Source: an optimization exercise on an open RTL-to-GDS flow (aim: small area, a short achievable clock period and few clock cycles). Production flows keep margins and buffers that such runs may drop. At most, simulation tests tie the RTL to the original design; equivalence was not proved. No activity file was given, so power comes from the tool's default toggle rates.

// hlfc_tx
module hlfc_tx (
    input  wire        clk,
    input  wire        rst,
    input  wire        cmd_valid,
    output wire        cmd_ready,
    input  wire        cmd_write,
    input  wire [7:0]  cmd_unit,
    input  wire [3:0]  cmd_area,
    input  wire [7:0]  cmd_bank,
    input  wire [15:0] cmd_begin,
    input  wire [15:0] cmd_count,
    output wire        sts_valid,
    output wire [7:0]  sts_code,
    input  wire        wd_valid,
    output wire        wd_ready,
    input  wire [15:0] wd_data,
    output wire        tx_valid,
    input  wire        tx_ready,
    output wire [7:0]  tx_data,
    output wire        tx_last
);
    localparam [4:0] S_IDLE = 5'b000_00;
    localparam [4:0] S_AT   = 5'b000_01;    
    localparam [4:0] S_ATC  = 5'b100_01;    
    localparam [4:0] S_U1   = 5'b000_10;
    localparam [4:0] S_U0   = 5'b000_11;
    localparam [4:0] S_RW   = 5'b001_00;
    localparam [4:0] S_LET  = 5'b001_01;
    localparam [4:0] S_BK1  = 5'b001_10;
    localparam [4:0] S_BK0  = 5'b001_11;
    localparam [2:0] G_BG   = 3'b010;    
    localparam [2:0] G_DAT  = 3'b110;    
    localparam [2:0] G_CT   = 3'b011;    
    localparam [4:0] S_F1   = 5'b101_00;
    localparam [4:0] S_F0   = 5'b101_01;
    localparam [4:0] S_STAR = 5'b101_10;
    localparam [4:0] S_CR   = 5'b101_11;
    function [3:0] hexlo;
        input [3:0] x;
        hexlo = ({4{x == 4'd1}} & 4'd1)
            | ({4{x == 4'd2}} & 4'd2)
            | ({4{x == 4'd3}} & 4'd3)
            | ({4{x == 4'd4}} & 4'd4)
            | ({4{x == 4'd5}} & 4'd5)
            | ({4{x == 4'd6}} & 4'd6)
            | ({4{x == 4'd7}} & 4'd7)
            | ({4{x == 4'd8}} & 4'd8)
            | ({4{x == 4'd9}} & 4'd9)
            | ({4{x == 4'd10}} & 4'd1)
            | ({4{x == 4'd11}} & 4'd2)
            | ({4{x == 4'd12}} & 4'd3)
            | ({4{x == 4'd13}} & 4'd4)
            | ({4{x == 4'd14}} & 4'd5)
            | ({4{x == 4'd15}} & 4'd6);
    endfunction
    function [3:0] add3;
        input [3:0] d;
        input en;
        reg f;
        begin
            f = en & (d[3] | (d[2] & (d[1] | d[0])));
            add3[3] = f | d[3];
            add3[2] = f ? (d[3] & d[0]) : d[2];
            add3[1] = f ? (d[1] & d[0]) | (d[3] & ~d[0]) : d[1];
            add3[0] = f ? ~d[0] : d[0];
        end
  ...
For scale: roughly 700 cells after synthesis, ~95 I/O pins.
clock: 12.0 ns
lec_check: 0
cap_margin: 5
core_margin: 2
core_utilization: 50
cts_buf_list: sky130_fd_sc_hd__clkbuf_8
slew_margin: 5
standard.sh (not shown) runs the stock make flow with config.mk's settings and CLKGATE_MAP_FILE= SYNTH_SCRIPT=/design/flow/synth_recipe.tcl, a recipe that flattens the netlist after the stock synthesis.
==> flow/flow/run.sh <==
#!/bin/bash
# Own layout flow: the standard ORFS flow (standard.sh), with two changes to how
# the layout is made:
#  - the port buffers that ORFS inserts on every input and output are buf_1 cells
#    instead of the default choice (a slow delay buffer);
#  - repair_timing (floorplan, CTS and global-route stages) works towards a setup
#    slack margin, so it sizes up the gates of paths that are far slower than they
#    need to be.
# The clock period, the SDC, synthesis, floorplan, power grid and tap cells are the
# standard flow's. Every tool's output goes to a log in this folder (and ORFS keeps
# its own per-step logs under orfs/logs).
set -euo pipefail
export BUFFER_PORTS_ARGS="-buffer_cell sky130_fd_sc_hd__buf_1"
export SETUP_SLACK_MARGIN="${OWN_SETUP_MARGIN:-8.4}"
bash standard.sh > standard_flow.log 2>&1
The baseline completed with no timing, DRC or antenna violations.
Testbench counts at the start, summed over its fixed seeds: cycles 65,848.
Next try:
- ABC_AREA: not set -> 1
- CAP_MARGIN: 5 -> 20
- SLEW_MARGIN: 5 -> 20
What happened:
- first-iteration DRC count grows by 11%
- final cell count goes up by 19%
- sequential share of layout area goes down by 0.38 points
- cell area grows by 1.2%
- maximum frequency stays flat
- register-to-register slack is better by 0.48 ns
- synthesized area drops by 0.61%
- clock-buffer cell count stays the same

---

Setup of job 104:
Another version of the RTL of hlfc_tx (not shown whole).
Size: ~95 I/O pins.
clock: 12.0 ns
lec_check: 0
cap_margin: 20
core_margin: 2
core_utilization: 50
cts_buf_list: sky130_fd_sc_hd__clkbuf_8
slew_margin: 20
==> flow/flow/run.sh <==
#!/bin/bash
# Own layout flow: the standard ORFS flow (standard.sh), with two changes to how
# the layout is made:
#  - the port buffers that ORFS inserts on every input and output are buf_2 cells
#    instead of the default choice (a slow delay buffer);
#  - repair_timing (floorplan, CTS and global-route stages) works towards a setup
#    slack margin, so it sizes up the gates of paths that are far slower than they
#    need to be.
# The clock period, the SDC, synthesis, floorplan, power grid and tap cells are the
# standard flow's. Every tool's output goes to a log in this folder (and ORFS keeps
# its own per-step logs under orfs/logs).
set -euo pipefail
export BUFFER_PORTS_ARGS="-buffer_cell sky130_fd_sc_hd__buf_2"
export SETUP_SLACK_MARGIN="${OWN_SETUP_MARGIN:-8.4}"
bash standard.sh > standard_flow.log 2>&1
Job 104 ran to completion and came out clean on the timing, DRC and antenna checks.
--- input diff job 104..job 101 ---
==> flow/flow/run.sh <==
#!/bin/bash
# Own layout flow: the standard ORFS flow (standard.sh), with these changes to
# how the layout is made:
#  - the port buffers that ORFS inserts on every input and output are buf_1 cells
#    instead of the default choice (a slow delay buffer);
#  - repair_timing (floorplan, CTS and global-route stages) works towards a setup
#    slack margin, so it sizes up the gates of paths that are far slower than they
#    need to be, and may size a cell to one with another footprint.
# The clock period, the SDC, synthesis, floorplan, power grid and tap cells are the
# standard flow's. Every tool's output goes to a log in this folder (and ORFS keeps
# its own per-step logs under orfs/logs).
set -euo pipefail
export BUFFER_PORTS_ARGS="-buffer_cell sky130_fd_sc_hd__buf_1"
export SETUP_SLACK_MARGIN="8.6"
bash standard.sh MATCH_CELL_FOOTPRINT=0 finish > standard_flow.log 2>&1
==> comparison <==
Per the final summary, job 101 finished and its layout is clean on timing, DRC and antenna. NOTE: share of post-route cells with drive strength above 1 in job 101 falls short of that of job 104. Against job 104 as the reference, job 101 delivers a lower sequential share of layout area. Compared with job 104, in job 101 distinct cell type count after synthesis has remained practically unchanged; total of plain and repair buffers excluding clock buffers has increased. Leakage power figure in job 101 vs job 104: down 0.14 nW.
No run of this note included a check of the RTL's function; only the layout flow was run.

---

JK:
hlfc_tx, a different RTL version from the one above (not shown whole).
Size in the first run: about 720 cells after synthesis, about 90 flip-flops.
Settings: LEC_CHECK=0, CAP_MARGIN=20, CORE_MARGIN=2, CORE_UTILIZATION=40, SLEW_MARGIN=20; clock period 12.0 ns.
run.sh (not shown) runs the stock make flow with config.mk's settings and CLKGATE_MAP_FILE= SYNTH_SCRIPT=/design/flow/synth_recipe.tcl, a recipe that flattens the netlist after the stock synthesis.
Stock flow here: none of the scripts above is used.
> inputs changed (JK -> MS)
Settings: putting ABC_AREA at 1 where nothing was set.
--- outcome ---
Comparing MS and JK, the higher number of placement rows is on MS.
Summary of MS over JK: post-layout net count rose by 234; end-of-flow core utilization fell by 0.22 points; worst relative slew slack rose by 4.8 points.
Global-route usage ended up 0.34 points higher on MS than on JK.
In MS, non-clock buffer count is lower than in JK.
JK ended up with compound AO/OA/AOI/OAI gates as its dominant combinational cell family by area after synthesis; MS ended up with simple AND/OR/NAND/NOR gates.
Initial antenna violation count came out exactly the same in MS and JK.
Summary — maximum frequency, MS relative to JK: lower, by 1.1%.
Vias: MS more than JK
No functional check of the RTL was part of any run of this note.

---

## rev 12
hlfc_tx with an RTL version that a note above also has.
==> flow/config.mk <==
export PLATFORM = sky130hd
export DESIGN_NAME = hlfc_tx
export DESIGN_NICKNAME = hlfc_tx
export VERILOG_FILES = /design/flow/design.v
export SDC_FILE = /design/flow/constraint.sdc
export NUM_CORES = 4
export LEC_CHECK = 0
export CAP_MARGIN = 20
export CORE_MARGIN = 2
export CORE_UTILIZATION = 50
export CTS_BUF_LIST = sky130_fd_sc_hd__clkbuf_8
export SLEW_MARGIN = 20
==> flow/constraint.sdc <==
create_clock -name core_clock -period 12.0 [get_ports {clk}]
set_input_delay 2.4000 -clock core_clock [delete_from_list [all_inputs] [get_ports {clk}]]
set_output_delay 2.4000 -clock core_clock [all_outputs]
set_load 0.01 [all_outputs]
standard.sh (not shown) runs the stock make flow with config.mk's settings and CLKGATE_MAP_FILE= SYNTH_SCRIPT=/design/flow/synth_recipe.tcl, a recipe that flattens the netlist after the stock synthesis.
==> flow/flow/run.sh <==
#!/bin/bash
# Own layout flow: the standard ORFS flow (standard.sh), with two changes to how
# the layout is made:
#  - the port buffers that ORFS inserts on every input and output are buf_1 cells
#    instead of the default choice (a slow delay buffer);
#  - repair_timing (floorplan, CTS and global-route stages) works towards a setup
#    slack margin, so it sizes up the gates of paths that are far slower than they
#    need to be.
# The clock period, the SDC, synthesis, floorplan, power grid and tap cells are the
# standard flow's. Every tool's output goes to a log in this folder (and ORFS keeps
# its own per-step logs under orfs/logs).
set -euo pipefail
export BUFFER_PORTS_ARGS="-buffer_cell sky130_fd_sc_hd__buf_1"
export SETUP_SLACK_MARGIN="8.6"
bash standard.sh > standard_flow.log 2>&1
Rev 12 finished every step from synthesis to the final layout, and the layout passed the timing, DRC and antenna checks.
Testbench counts of rev 12, summed over its fixed seeds: cycles 65,848.
diff inputs: rev 12 => rev 13
--- a/flow/flow/run.sh
+++ b/flow/flow/run.sh
@@ -13,3 +13,3 @@
 export BUFFER_PORTS_ARGS="-buffer_cell sky130_fd_sc_hd__buf_1"
-export SETUP_SLACK_MARGIN="8.6"
+export SETUP_SLACK_MARGIN="${OWN_SETUP_MARGIN:-8.4}"
 bash standard.sh > standard_flow.log 2>&1
==> comparison <==
- Compared to rev 12, the router laid down less metal wire for rev 13.
- Cell count of the worst reg-to-reg path, rev 13 and rev 12: higher on rev 13
- Any difference in relative area of clock buffers and inverters in the final design between rev 12 and rev 13 is small enough to ignore.

==> what the ideal ports hide <==
In the flow no input, the clock included, has a driving cell. The finished layouts below were timed again as built, in two steps. Step 1, drivers: a clkbuf_16 drives clk and a buf_2 each remaining input, both assumed. Step 2 times the ports against the registers' clock, not the clock port: input delays grow and output delays shrink by t, the midpoint of the rising clock arrivals with the driver on. Slacks: no drivers / after step 1 / after step 2; pairs: no drivers / after step 1.
| run | shift t [ns] | slack for setup (ns) | hold slack, ns |
|---|---|---|---|
| the first run of note 1 | 0.408 | 8.514 / 8.493 / 8.122 | 0.499 / 0.499 / 0.499 |
| the second run of note 1 | 0.415 | 8.514 / 8.477 / 8.191 | 0.482 / 0.482 / 0.482 |
| job 104 | 0.397 | 8.056 / 8.068 / 7.672 | 0.535 / 0.535 / 0.535 |
| job 101 | 0.402 | 8.104 / 8.109 / 7.707 | 0.512 / 0.512 / 0.512 |
| JK | 0.385 | 7.341 / 7.353 / 6.969 | 0.458 / 0.458 / 0.458 |
| MS | 0.390 | 7.289 / 7.303 / 6.913 | 0.491 / 0.491 / 0.491 |
| rev 12 | 0.412 | 8.568 / 8.532 / 8.265 | 0.494 / 0.494 / 0.494 |
| rev 13 | 0.408 | 8.514 / 8.493 / 8.122 | 0.499 / 0.499 / 0.499 |
After both steps every run listed still meets setup and hold. The setup slack of job 101, which loses most, moves by +0.005 ns with the drivers and by -0.397 ns with both steps.
